What follows belongs to an exercise in optimizing a design on an open flow for small area, a short achievable clock period and few clock cycles; a production flow would make more cautious choices. In this exercise RTL edits were held to simulation tests only and were not proved equivalent to the original. Power and IR drop assume default switching activity.

==> build 7: inputs <==
Design dcpc, start of the top module:
module dcpc (
    input  wire        clk,
    input  wire        rst,      
    input  wire        req,
    input  wire        we,
    input  wire        wide,     
    input  wire [15:0] addr,
    input  wire [31:0] wdata,
    output wire        ack,
    output wire        err,
    output wire [31:0] rdata
);
    localparam R_OK          = 5'h00;
    localparam R_TRUNC_ETH   = 5'h01;
    localparam R_TRUNC_VLAN  = 5'h02;
    localparam R_TRUNC_PN    = 5'h03;
    localparam R_TRUNC_DCP   = 5'h04;
    localparam R_ADDR_MM     = 5'h05;
    localparam R_PROTO_MM    = 5'h06;
    localparam R_FID_MM      = 5'h07;
    localparam R_DLEN        = 5'h08;
    localparam R_NO_VIEW     = 5'h10;
    localparam R_ILLEGAL     = 5'h11;
    localparam W_RESTART = 2'd0;
    localparam W_WALK    = 2'd1;
    localparam W_PARK    = 2'd2;
    localparam W_READY   = 2'd3;
    localparam J_NAME = 3'd0;
    localparam J_VEND = 3'd1;
    localparam J_ID   = 3'd2;
    localparam J_IP0  = 3'd3;
    localparam J_IP1  = 3'd4;
    localparam J_NONE = 3'd5;
  ...
==> flow/config.mk <==
export PLATFORM = sky130hd
export DESIGN_NAME = dcpc
export DESIGN_NICKNAME = dcpc
export VERILOG_FILES = /design/flow/design.v
export SDC_FILE = /design/flow/constraint.sdc
export NUM_CORES = 4
export LEC_CHECK = 0
export CAP_MARGIN = 20
export CORE_MARGIN = 2
export CORE_UTILIZATION = 40
export PLACE_DENSITY = 0.6
export SETUP_SLACK_MARGIN = 4.0
export SLEW_MARGIN = 20
==> flow/constraint.sdc <==
create_clock -name core_clock -period 10.0 [get_ports {clk}]
set_input_delay 2.0000 -clock core_clock [delete_from_list [all_inputs] [get_ports {clk}]]
set_output_delay 2.0000 -clock core_clock [all_outputs]
set_load 0.01 [all_outputs]
run.sh (not shown) runs the stock make flow with config.mk's settings and CLKGATE_MAP_FILE= SYNTH_SCRIPT=/design/flow/synth_recipe.tcl, a recipe that flattens the netlist after the stock synthesis.
==> build 72 (differences from build 7) <==
--- a/flow/design.v
+++ b/flow/design.v
@@ -60,67 +60,74 @@
     reg  [7:0]  d_role;
     reg  [31:0] d_ip;
     reg  [31:0] d_mask;
     reg  [31:0] d_gw;
     reg  [15:0] d_ipst;
     reg  [5:0]  d_nlen;
     reg  [5:0]  d_vlen;
     reg  [5:0]  ptr;                 
+    reg  [3:0]  ptr_r1;              
     reg  [6:0]  rem;                 
     reg  [1:0]  ws;                  
     reg  [5:0]  w_nlen, w_vlen;      
     reg  [5:0]  n_hp, v_hp, id_hp, ip_hp;
     reg         id_p, ip_p;
     reg  [7:0]  w_role;
     reg         w_ovr;
     reg  [2:0]  job;                 
     reg  [2:0]  cnt;
+    reg         cpl;                 
     reg         busy_cp;             
+    reg         cp_first;            
     reg         busy_rd;             
     reg         busy_rd2;            
     reg  [9:0]  pa;                  
     reg  [31:0] rd_q;
     reg         rd_fresh;
+    reg         rd_wait1;            
     reg         rd_wait;             
+    reg         cmd_wait;            
+    reg  [1:0]  last_cmd;            
     integer i;
     wire in_regs   = (addr[15:7] == 9'd0);
     wire in_name   = (addr[15:6] == 10'h004) && (addr[5:0] != 6'h3F);
     wire in_vendor = (addr[15:6] == 10'h005) && (addr[5:0] != 6'h3F);
     wire in_rx     = (addr[15:7] == 9'h080);
     wire in_tx     = (addr[15:6] == 10'h200) && (addr[5:0] < 6'd34);
     wire acc_ok  = in_regs ? (wide && addr[1:0] == 2'b00)
                            : ((in_name || in_vendor || in_rx || in_tx) && !wide);
     wire bus_err = !acc_ok;
-    wire idle    = !busy_cp && !busy_rd && !busy_rd2 && !rd_wait;
+    wire idle    = !busy_cp && !busy_rd && !busy_rd2 && !rd_wait1 && !rd_wait && !cmd_wait;
     wire take    = req && idle && acc_ok;
     wire reg_wr  = take && we && in_regs;
     wire [4:0] ra = addr[6:2];
     wire cmd_wr  = reg_wr && (ra == 5'd0);
     wire c_enc   = (wdata == 32'd1) || (wdata == 32'd2);
     wire c_val   = (wdata == 32'd3);
     wire c_par   = (wdata == 32'd4);
     wire c_nop   = (wdata == 32'd0);
     wire rx_wr   = take && we && in_rx;
     wire rx_rd   = take && !we && in_rx;
     wire par_req = cmd_wr && c_par && st_valid;
     wire ready   = (ws == W_READY);
     wire par_go  = par_req && ready;
     wire [9:0] a_key = {addr[15], addr[14], addr[8], addr[6:0]};
     wire rd_hit  = rd_fresh && (a_key == pa);
     wire rd_miss = req && idle && !we && !rd_hit;   
-    wire rd_adv  = rd_wait || (req && idle && !we && rd_hit);
-    wire cp_last;
-    wire par_stall = we && wide && (addr == 16'd0) && c_par && st_valid && !(ready && cp_last);
-    assign ack = req && (rd_wait || busy_rd2 || (busy_cp && cp_last)
-                         || (idle && !(!we && !rd_hit) && !par_stall));
-    assign err = req && (idle || rd_wait) && bus_err;
-    wire [3:0] row0 = ptr[5:2] + {3'd0, ptr[1:0] != 2'd0};
-    wire [3:0] row1 = ptr[5:2] + {3'd0, ptr[1]};
-    wire [3:0] row2 = ptr[5:2] + {3'd0, ptr[1:0] == 2'd3};
+    wire rd_adv  = rd_wait || (req && idle && !we);
+    wire cp_last = cpl;
+    wire ack_busy  = rd_wait || cmd_wait || busy_rd2 || (busy_cp && cpl);
+    wire ps_block  = st_valid;           
+    wire par_stall = ps_block && wide && wdata[2];
+    assign ack = req && (ack_busy || (idle && (we ? !par_stall : rd_hit)));
+    assign err = req && (idle || rd_wait || cmd_wait) && bus_err;
+    wire [3:0] row0 = (ptr[1:0] != 2'd0) ? ptr_r1 : ptr[5:2];
+    wire [3:0] row1 = ptr[1] ? ptr_r1 : ptr[5:2];
+    wire [3:0] row2 = (ptr[1:0] == 2'd3) ? ptr_r1 : ptr[5:2];
     wire [3:0] row3 = ptr[5:2];
     wire [15:0] bk0 = {rx[{row0, 3'd0}], rx[{row0, 3'd1}]};
     wire [15:0] bk1 = {rx[{row1, 3'd2}], rx[{row1, 3'd3}]};
     wire [15:0] bk2 = {rx[{row2, 3'd4}], rx[{row2, 3'd5}]};
     wire [15:0] bk3 = {rx[{row3, 3'd6}], rx[{row3, 3'd7}]};
     reg  [63:0] win;
     always @* begin
         case (ptr[1:0])
@@ -135,19 +142,37 @@
     wire [7:0] w2 = win[47:40];
     wire [7:0] w3 = win[39:32];
     wire [7:0] w4 = win[31:24];
     wire [7:0] w5 = win[23:16];
     wire [7:0] w6 = win[15:8];
     wire [7:0] w7 = win[7:0];
     wire [4:0] pa_ri = pa[6:2] + 5'd1;
     wire [5:0] pa_wi = pa[5:0] + 6'd1;
-    wire [9:0] pa_seq = (pa[9] || pa[8] || pa[7]) ? {pa[9:6], pa_wi} : {pa[9:7], pa_ri, pa[1:0]};
+    reg [9:0] pa_seq;
+    always @* begin
+        if (pa == 10'h004)
+            pa_seq = (last_cmd == 2'd2) ? 10'h030 : (last_cmd == 2'd3) ? 10'h050
+                   : (last_cmd == 2'd1) ? 10'h02C : 10'h008;
+        else if (pa == 10'h070)
+            pa_seq = 10'h080;
+        else if (pa == 10'h02C)
+            pa_seq = 10'h200;
+        else if (pa[9:6] == 4'b0010 && pa[5:0] == {2'b0, d_nlen} && d_nlen != 6'd0)
+            pa_seq = 10'h0C0;
+        else if (pa[9] || pa[8] || pa[7])
+            pa_seq = {pa[9:6], pa_wi};
+        else
+            pa_seq = {pa[9:7], pa_ri, pa[1:0]};
+    end
     wire st_chg;
-    wire [9:0] sa = rd_miss ? a_key : rd_adv ? pa_seq : st_chg ? 10'h004 : pa;
+    wire [9:0] sa = rd_wait1 ? pa : pa_seq;
+    wire st_fwd = (req && idle && we) || busy_cp;    
+    wire rd_keep = !rd_adv && !rd_wait1;             
+    wire [9:0] pa_n = rd_miss ? a_key : st_fwd ? 10'h004 : rd_adv ? pa_seq : pa;
     reg [7:0] txb;
     always @* begin
         case (sa[5:0])
             6'd0:  txb = tx_flash ? tx_dst[47:40] : 8'h01;
             6'd1:  txb = tx_flash ? tx_dst[39:32] : 8'h0E;
             6'd2:  txb = tx_flash ? tx_dst[31:24] : 8'hCF;
             6'd3:  txb = tx_flash ? tx_dst[23:16] : 8'h00;
             6'd4:  txb = tx_flash ? tx_dst[15:8]  : 8'h00;
@@ -216,19 +241,21 @@
     always @* begin
         rd_n = 32'd0;
         if (sa[9])
             rd_n[7:0] = txb;
         else if (sa[7])
             rd_n[7:0] = sa[6] ? vd_rd : nm_rd;
         else
             rd_n = reg_rd;
+        if (rd_keep)
+            rd_n = rd_q;
         if (busy_rd)                         
             rd_n = {24'd0, addr[0] ? w1 : w0};
-        if (st_chg)                          
+        if (st_fwd)                          
             rd_n = {21'd0, st_ovr_n, st_vlan_n, st_valid_n, 3'd0, st_res_n};
     end
     assign rdata = rd_q;
     wire [47:0] v_dst    = {rx[0], rx[1], rx[2], rx[3], rx[4], rx[5]};
     wire [47:0] v_src    = {rx[6], rx[7], rx[8], rx[9], rx[10], rx[11]};
     wire [15:0] v_et     = {rx[12], rx[13]};
     wire [15:0] v_et_in  = {rx[16], rx[17]};
     wire        v_tag    = (v_et == 16'h8100);
@@ -262,19 +289,32 @@
             v_result = R_DLEN;
         else
             v_result = R_OK;
     end
     wire v_ok = (v_result == R_OK);
     wire [15:0] k_key  = {w0, w1};
     wire [15:0] k_len  = {w2, w3};
     wire        rem_gt4 = (rem > 7'd4);
-    wire [7:0]  need8  = 8'd4 + {1'b0, k_len[6:0]} + {7'd0, k_len[0]};
-    wire        k_ovr  = (k_len[15:7] != 9'd0) || (need8 > {1'b0, rem});
-    wire [7:0]  rem_n  = {1'b0, rem} - need8;
+    wire [5:0]  kh     = k_len[6:1];
+    wire        kc     = k_len[0];
+    wire [6:0]  rem_m4 = rem - 7'd4;
+    wire [5:0]  q_ovr  = rem_m4[6:1];                   
+    wire [6:0]  rem_m7 = rem - 7'd7;
+    wire [5:0]  q_fin  = rem_m7[6:1];                   
+    wire [5:0]  q_fin1 = q_fin - 6'd1;
+    wire        rem_le8 = (rem <= 7'd8);
+    wire        ovr_lo = kc ? (kh >= q_ovr) : (kh > q_ovr);
+    wire        k_ovr  = (k_len[15:7] != 9'd0) || ovr_lo;
+    wire        k_fin  = rem_le8 || (kc ? (kh >= q_fin1) : (kh >= q_fin));
+    wire [6:0]  rem_n  = rem_m4 - {kh, 1'b0} - {5'd0, kc, 1'b0};
+    wire [5:0]  ptr_p2 = ptr + 6'd2;
+    wire [5:0]  ptr_n  = ptr_p2 + kh + {5'd0, kc};
+    wire [5:0]  ptr_p6 = ptr + 6'd6;
+    wire [5:0]  ptr_n4 = ptr_p6 + kh + {5'd0, kc};     
     wire        k_text = (k_len >= 16'd2) && (k_len <= 16'd63);
     wire [2:0] lastc_n = w_nlen[5:3] - {2'd0, w_nlen[2:0] == 3'd0};    
     wire [2:0] lastc_v = w_vlen[5:3] - {2'd0, w_vlen[2:0] == 3'd0};
     wire [2:0] a_ip_j  = ip_p ? J_IP0 : J_NONE;
     wire [2:0] a_id_j  = id_p ? J_ID : a_ip_j;
     wire [5:0] a_id_p  = id_p ? id_hp : ip_hp;
     wire [2:0] a_vd_j  = (w_vlen != 6'd0) ? J_VEND : a_id_j;
     wire [5:0] a_vd_p  = (w_vlen != 6'd0) ? v_hp : a_id_p;
@@ -297,26 +337,35 @@
                     end else begin
                         nj = a_id_j; nptr = a_id_p;
                     end
             J_ID:   begin nj = a_ip_j; nptr = ip_hp; end
             J_IP0:  nj = J_IP1;
             default: nj = J_NONE;
         endcase
     end
-    assign cp_last = (nj == J_NONE);
-    wire cp_act = par_go || busy_cp;
+    function f_last(input [2:0] j, input [2:0] c);
+        case (j)
+            J_NAME:  f_last = (c == lastc_n) && (w_vlen == 6'd0) && !id_p && !ip_p;
+            J_VEND:  f_last = (c == lastc_v) && !id_p && !ip_p;
+            J_ID:    f_last = !ip_p;
+            J_IP0:   f_last = 1'b0;
+            default: f_last = 1'b1;
+        endcase
+    endfunction
+    wire cp_act = busy_cp;               
+    wire cp_clr = busy_cp && cp_first;
     reg [4:0] st_res_n;
     reg       st_valid_n, st_vlan_n, st_ovr_n;
     always @* begin
         st_res_n   = st_res;
         st_valid_n = st_valid;
         st_vlan_n  = st_vlan;
         st_ovr_n   = st_ovr;
-        if (par_go) begin
+        if (cp_clr) begin
             st_ovr_n = w_ovr;
             st_res_n = R_OK;
         end
         if ((reg_wr && ra == 5'h0A) || rx_wr)
             st_valid_n = 1'b0;
         if (cmd_wr) begin
             if (c_enc) begin
                 st_res_n = R_OK;
@@ -357,16 +406,17 @@
             if (cp_act && job == J_VEND && cnt == i / 8)
                 vd[i] <= win[63 - 8 * (i % 8) -: 8];
         end
     end
     always @(posedge clk) begin
         if (!busy_rd && !busy_rd2) case (ws)
             W_RESTART: begin
                 ptr    <= st_vlan ? 6'd15 : 6'd13;
+                ptr_r1 <= 4'd4;
                 rem    <= view_dlen;
                 w_nlen <= 6'd0;
                 w_vlen <= 6'd0;
                 id_p   <= 1'b0;
                 ip_p   <= 1'b0;
                 w_role <= 8'd0;
                 w_ovr  <= 1'b0;
                 ws     <= W_WALK;
@@ -391,31 +441,34 @@
                         id_hp <= ptr + 6'd3;
                     end
                     if (k_key == 16'h0204 && k_len >= 16'd3)
                         w_role <= w6;
                     if (k_key == 16'h0102 && k_len >= 16'd14) begin
                         ip_p  <= 1'b1;
                         ip_hp <= ptr + 6'd2;
                     end
-                    rem <= rem_n[6:0];
-                    ptr <= ptr + need8[6:1];
-                    if (rem_n <= 8'd4)
+                    rem <= rem_n;
+                    ptr <= ptr_n;
+                    ptr_r1 <= ptr_n4[5:2];
+                    if (k_fin)
                         ws <= W_PARK;
                 end
             end
             W_PARK: begin
                 job <= a_nm_j;
                 cnt <= 3'd0;
+                cpl <= f_last(a_nm_j, 3'd0);
                 ptr <= a_nm_p;
+                ptr_r1 <= a_nm_p[5:2] + 4'd1;
                 ws  <= W_READY;
             end
             default: ;
         endcase
-        if (par_go) begin
+        if (cp_clr) begin
             d_vid  <= 16'd0;
             d_did  <= 16'd0;
             d_ip   <= 32'd0;
             d_mask <= 32'd0;
             d_gw   <= 32'd0;
             d_ipst <= 16'd0;
             d_nlen <= w_nlen;
             d_vlen <= w_vlen;
@@ -435,32 +488,43 @@
                 J_IP1: begin
                     d_mask[15:0] <= {w0, w1};
                     d_gw         <= {w2, w3, w4, w5};
                 end
                 default: ;
             endcase
             job <= nj;
             cnt <= ncnt;
+            cpl <= f_last(nj, ncnt);
             ptr <= nptr;
+            ptr_r1 <= nptr[5:2] + 4'd1;
+            cp_first <= 1'b0;
             if (cp_last) begin
                 busy_cp <= 1'b0;
                 ws      <= W_PARK;
-            end else begin
-                busy_cp <= 1'b1;
             end
         end
+        if (par_go) begin
+            busy_cp  <= 1'b1;
+            cp_first <= 1'b1;
+        end
         busy_rd  <= rx_rd;
         busy_rd2 <= busy_rd;
-        pa       <= sa;
+        pa       <= pa_n;
         rd_q     <= rd_n;
-        rd_fresh <= !busy_rd && !(sa[8] && !sa[9]);
-        rd_wait  <= rd_miss && !rx_rd;
+        rd_fresh <= !rd_miss && !busy_rd && !(pa_n[8] && !pa_n[9])
+                    && (rd_fresh || !rd_keep || st_fwd);
+        rd_wait1 <= rd_miss && !rx_rd;
+        rd_wait  <= rd_wait1;
+        cmd_wait <= req && idle && we && par_stall && !(cmd_wr && c_par);
+        if (cmd_wr && (c_enc || c_val || c_par))
+            last_cmd <= c_enc ? 2'd1 : c_val ? 2'd2 : 2'd3;
         if (rx_rd) begin
             ptr <= addr[6:1];
+            ptr_r1 <= addr[6:3] + 4'd1;
             ws  <= W_RESTART;
         end
         if (reg_wr) begin
             case (ra)
                 5'h02: ctrl_en <= wdata[0];
                 5'h03: exp_fid <= wdata[15:0];
                 5'h04: src_mac[47:32] <= wdata[15:0];
                 5'h05: src_mac[31:0]  <= wdata;
@@ -514,12 +578,15 @@
             d_ipst   <= 16'd0;
             d_nlen   <= 6'd0;
             d_vlen   <= 6'd0;
             busy_cp  <= 1'b0;
             busy_rd  <= 1'b0;
             busy_rd2 <= 1'b0;
             rd_fresh <= 1'b0;
             rd_wait  <= 1'b0;
+            rd_wait1 <= 1'b0;
+            cmd_wait <= 1'b0;
+            last_cmd <= 2'd0;
             ws       <= W_RESTART;
         end
     end
 endmodule
==> flow/flow/run.sh (new file) <==
#!/bin/bash
# The standard layout (the standard.sh, standard synthesis included), with
# the port buffers made as sky130_fd_sc_hd__buf_4 instead of the smallest
# buffer, so that the paths from the inputs to the outputs start and end on
# a faster buffer. Every port is still buffered.
set -euo pipefail
bash standard.sh 'BUFFER_PORTS_ARGS=-buffer_cell sky130_fd_sc_hd__buf_4' finish > run_make.log 2>&1
==> flow/standard.sh (new file) <==
#!/bin/bash
# synth_recipe.tcl (not shown) runs the flow's synth.tcl, then flattens the netlist and writes it again
# the make line also repeats each setting of config.mk as NAME=value (left out here)
make -C /OpenROAD-flow-scripts/flow DESIGN_CONFIG=/design/flow/config.mk WORK_HOME=/design/flow/orfs CLKGATE_MAP_FILE= SYNTH_SCRIPT=/design/flow/synth_recipe.tcl "${@:-finish}"
- CORE_UTILIZATION: 40 -> 48
- CTS_BUF_LIST: not set -> sky130_fd_sc_hd__clkbuf_4 sky130_fd_sc_hd__clkbuf_8
- PLACE_DENSITY: 0.6 -> 0.65
removed: flow/run.sh
==> build 31 (differences from build 7) <==
--- a/flow/design.v
+++ b/flow/design.v
@@ -262,19 +262,30 @@
             v_result = R_DLEN;
         else
             v_result = R_OK;
     end
     wire v_ok = (v_result == R_OK);
     wire [15:0] k_key  = {w0, w1};
     wire [15:0] k_len  = {w2, w3};
     wire        rem_gt4 = (rem > 7'd4);
-    wire [7:0]  need8  = 8'd4 + {1'b0, k_len[6:0]} + {7'd0, k_len[0]};
-    wire        k_ovr  = (k_len[15:7] != 9'd0) || (need8 > {1'b0, rem});
-    wire [7:0]  rem_n  = {1'b0, rem} - need8;
+    wire [5:0]  kh     = k_len[6:1];
+    wire        kc     = k_len[0];
+    wire [6:0]  rem_m4 = rem - 7'd4;
+    wire [5:0]  q_ovr  = rem_m4[6:1];                   
+    wire [6:0]  rem_m7 = rem - 7'd7;
+    wire [5:0]  q_fin  = rem_m7[6:1];                   
+    wire [5:0]  q_fin1 = q_fin - 6'd1;
+    wire        rem_le8 = (rem <= 7'd8);
+    wire        ovr_lo = kc ? (kh >= q_ovr) : (kh > q_ovr);
+    wire        k_ovr  = (k_len[15:7] != 9'd0) || ovr_lo;
+    wire        k_fin  = rem_le8 || (kc ? (kh >= q_fin1) : (kh >= q_fin));
+    wire [6:0]  rem_n  = rem_m4 - {kh, 1'b0} - {5'd0, kc, 1'b0};
+    wire [5:0]  ptr_p2 = ptr + 6'd2;
+    wire [5:0]  ptr_n  = ptr_p2 + kh + {5'd0, kc};
     wire        k_text = (k_len >= 16'd2) && (k_len <= 16'd63);
     wire [2:0] lastc_n = w_nlen[5:3] - {2'd0, w_nlen[2:0] == 3'd0};    
     wire [2:0] lastc_v = w_vlen[5:3] - {2'd0, w_vlen[2:0] == 3'd0};
     wire [2:0] a_ip_j  = ip_p ? J_IP0 : J_NONE;
     wire [2:0] a_id_j  = id_p ? J_ID : a_ip_j;
     wire [5:0] a_id_p  = id_p ? id_hp : ip_hp;
     wire [2:0] a_vd_j  = (w_vlen != 6'd0) ? J_VEND : a_id_j;
     wire [5:0] a_vd_p  = (w_vlen != 6'd0) ? v_hp : a_id_p;
@@ -391,19 +402,19 @@
                         id_hp <= ptr + 6'd3;
                     end
                     if (k_key == 16'h0204 && k_len >= 16'd3)
                         w_role <= w6;
                     if (k_key == 16'h0102 && k_len >= 16'd14) begin
                         ip_p  <= 1'b1;
                         ip_hp <= ptr + 6'd2;
                     end
-                    rem <= rem_n[6:0];
-                    ptr <= ptr + need8[6:1];
-                    if (rem_n <= 8'd4)
+                    rem <= rem_n;
+                    ptr <= ptr_n;
+                    if (k_fin)
                         ws <= W_PARK;
                 end
             end
             W_PARK: begin
                 job <= a_nm_j;
                 cnt <= 3'd0;
                 ptr <= a_nm_p;
                 ws  <= W_READY;
==> run_results.csv <==
group,metric,value,unit
logic_synthesis,synth-simple-area-share,0.0926,
logic_synthesis,synth_compound_area_frac,0.108,
logic_synthesis,syn_area_per_cell,14.0,sq um
layout,fin_nets,8442,
logic_synthesis,synth_xor_area_frac,0.00971,
logic_synthesis,synth_fa_ha_area_frac,0.00810,
worst_setup_path,cp.arrival,4090,ps
worst_setup_path,worst_ep_required_time,8000,ps
logic_synthesis,netlist_instances,7887,
clocking,cts.clk_slew.worst_paths,50,ps
layout,clock_buffers,364,
run_status,status,"timing/DRC/antenna clean",
global_routing,antenna_found_initial,56,
Source of the figures above: build 7

==> run_results.csv <==
group,metric,value,unit
run_status,status,"timing/DRC/antenna clean",
clocking,cts.clk_slew.worst_paths,60,ps
layout,drive_gt1_frac,0.203,
logic_synthesis,syn_area_per_cell,14.0,sq um
layout,fin_nets,8405,
logic_synthesis,synth_fa_ha_area_frac,0.0103,
logic_synthesis,synth-simple-area-share,0.0929,
layout,clock_buffers,389,
logic_synthesis,synth_xor_area_frac,0.0107,
logic_synthesis,netlist_instances,7879,
logic_synthesis,muxShareOfSynthArea,0.0720,
worst_setup_path,worst_ep_required_time,10520,ps
Source of the figures above: build 31

==> run_results.csv <==
group,metric,value,unit
clocking,cts.clk_slew.worst_paths,60,ps
layout,fin_nets,8878,
worst_setup_path,crit_type,"reg2reg",
run_status,status,"timing/DRC/antenna clean",
global_routing,gr-max-usage-layer,"met2",
logic_synthesis,synth_fa_ha_area_frac,0.0117,
clocking,post_cts_buffers,25,
pwr,intPower,24100,uW
logic_synthesis,syn_area_per_cell,13.5,sq um
global_routing,antenna_found_initial,50,
floorplan,taps,3150,
worst_setup_path,cp.arrival,6750,ps
logic_synthesis,synth_xor_area_frac,0.0114,
logic_synthesis,netlist_instances,8367,
layout,clock_buffers,587,
worst_setup_path,worst_ep_required_time,10840,ps
logic_synthesis,synth_compound_area_frac,0.114,
Source of the figures above: build 72

Testbench counts of build 7, summed over its fixed seeds: cycles 27,585.
Testbench counts of build 72, summed over its fixed seeds: cycles 27,139.
Testbench counts of build 31, summed over its fixed seeds: cycles 27,585.

## what the ideal ports hide
In the flow no input, the clock included, has a driving cell. The finished layouts below were timed again as built, in two steps. Step 1 (the two cells are an assumption about what drives the block):
set clk [get_ports {clk}]
set_driving_cell -lib_cell sky130_fd_sc_hd__clkbuf_16 $clk
set_driving_cell -lib_cell sky130_fd_sc_hd__buf_2 [delete_from_list [all_inputs] $clk]
Step 2 moves the port delays by t, midway between the first and last clock arrival at a register: inputs arrive t later, outputs are due t later. That takes back most of the time a late clock gives input paths. a / b / c = no drivers / after step 1 / after step 2; a / b = the first two.
run	shift t [ns]	slack for setup (ns)	clock arrival spread, ns
build 7	0.970	3.914 / 3.893 / 2.985	0.050 / 0.050
build 72	1.227	4.085 / 4.085 / 3.438	0.119 / 0.119
build 31	0.970	3.805 / 3.849 / 2.879	0.056 / 0.055
After both steps setup and hold are still met in every run listed. For build 7, which loses most, drivers alone change the setup slack by -0.021 ns; drivers and shift together by -0.929 ns.
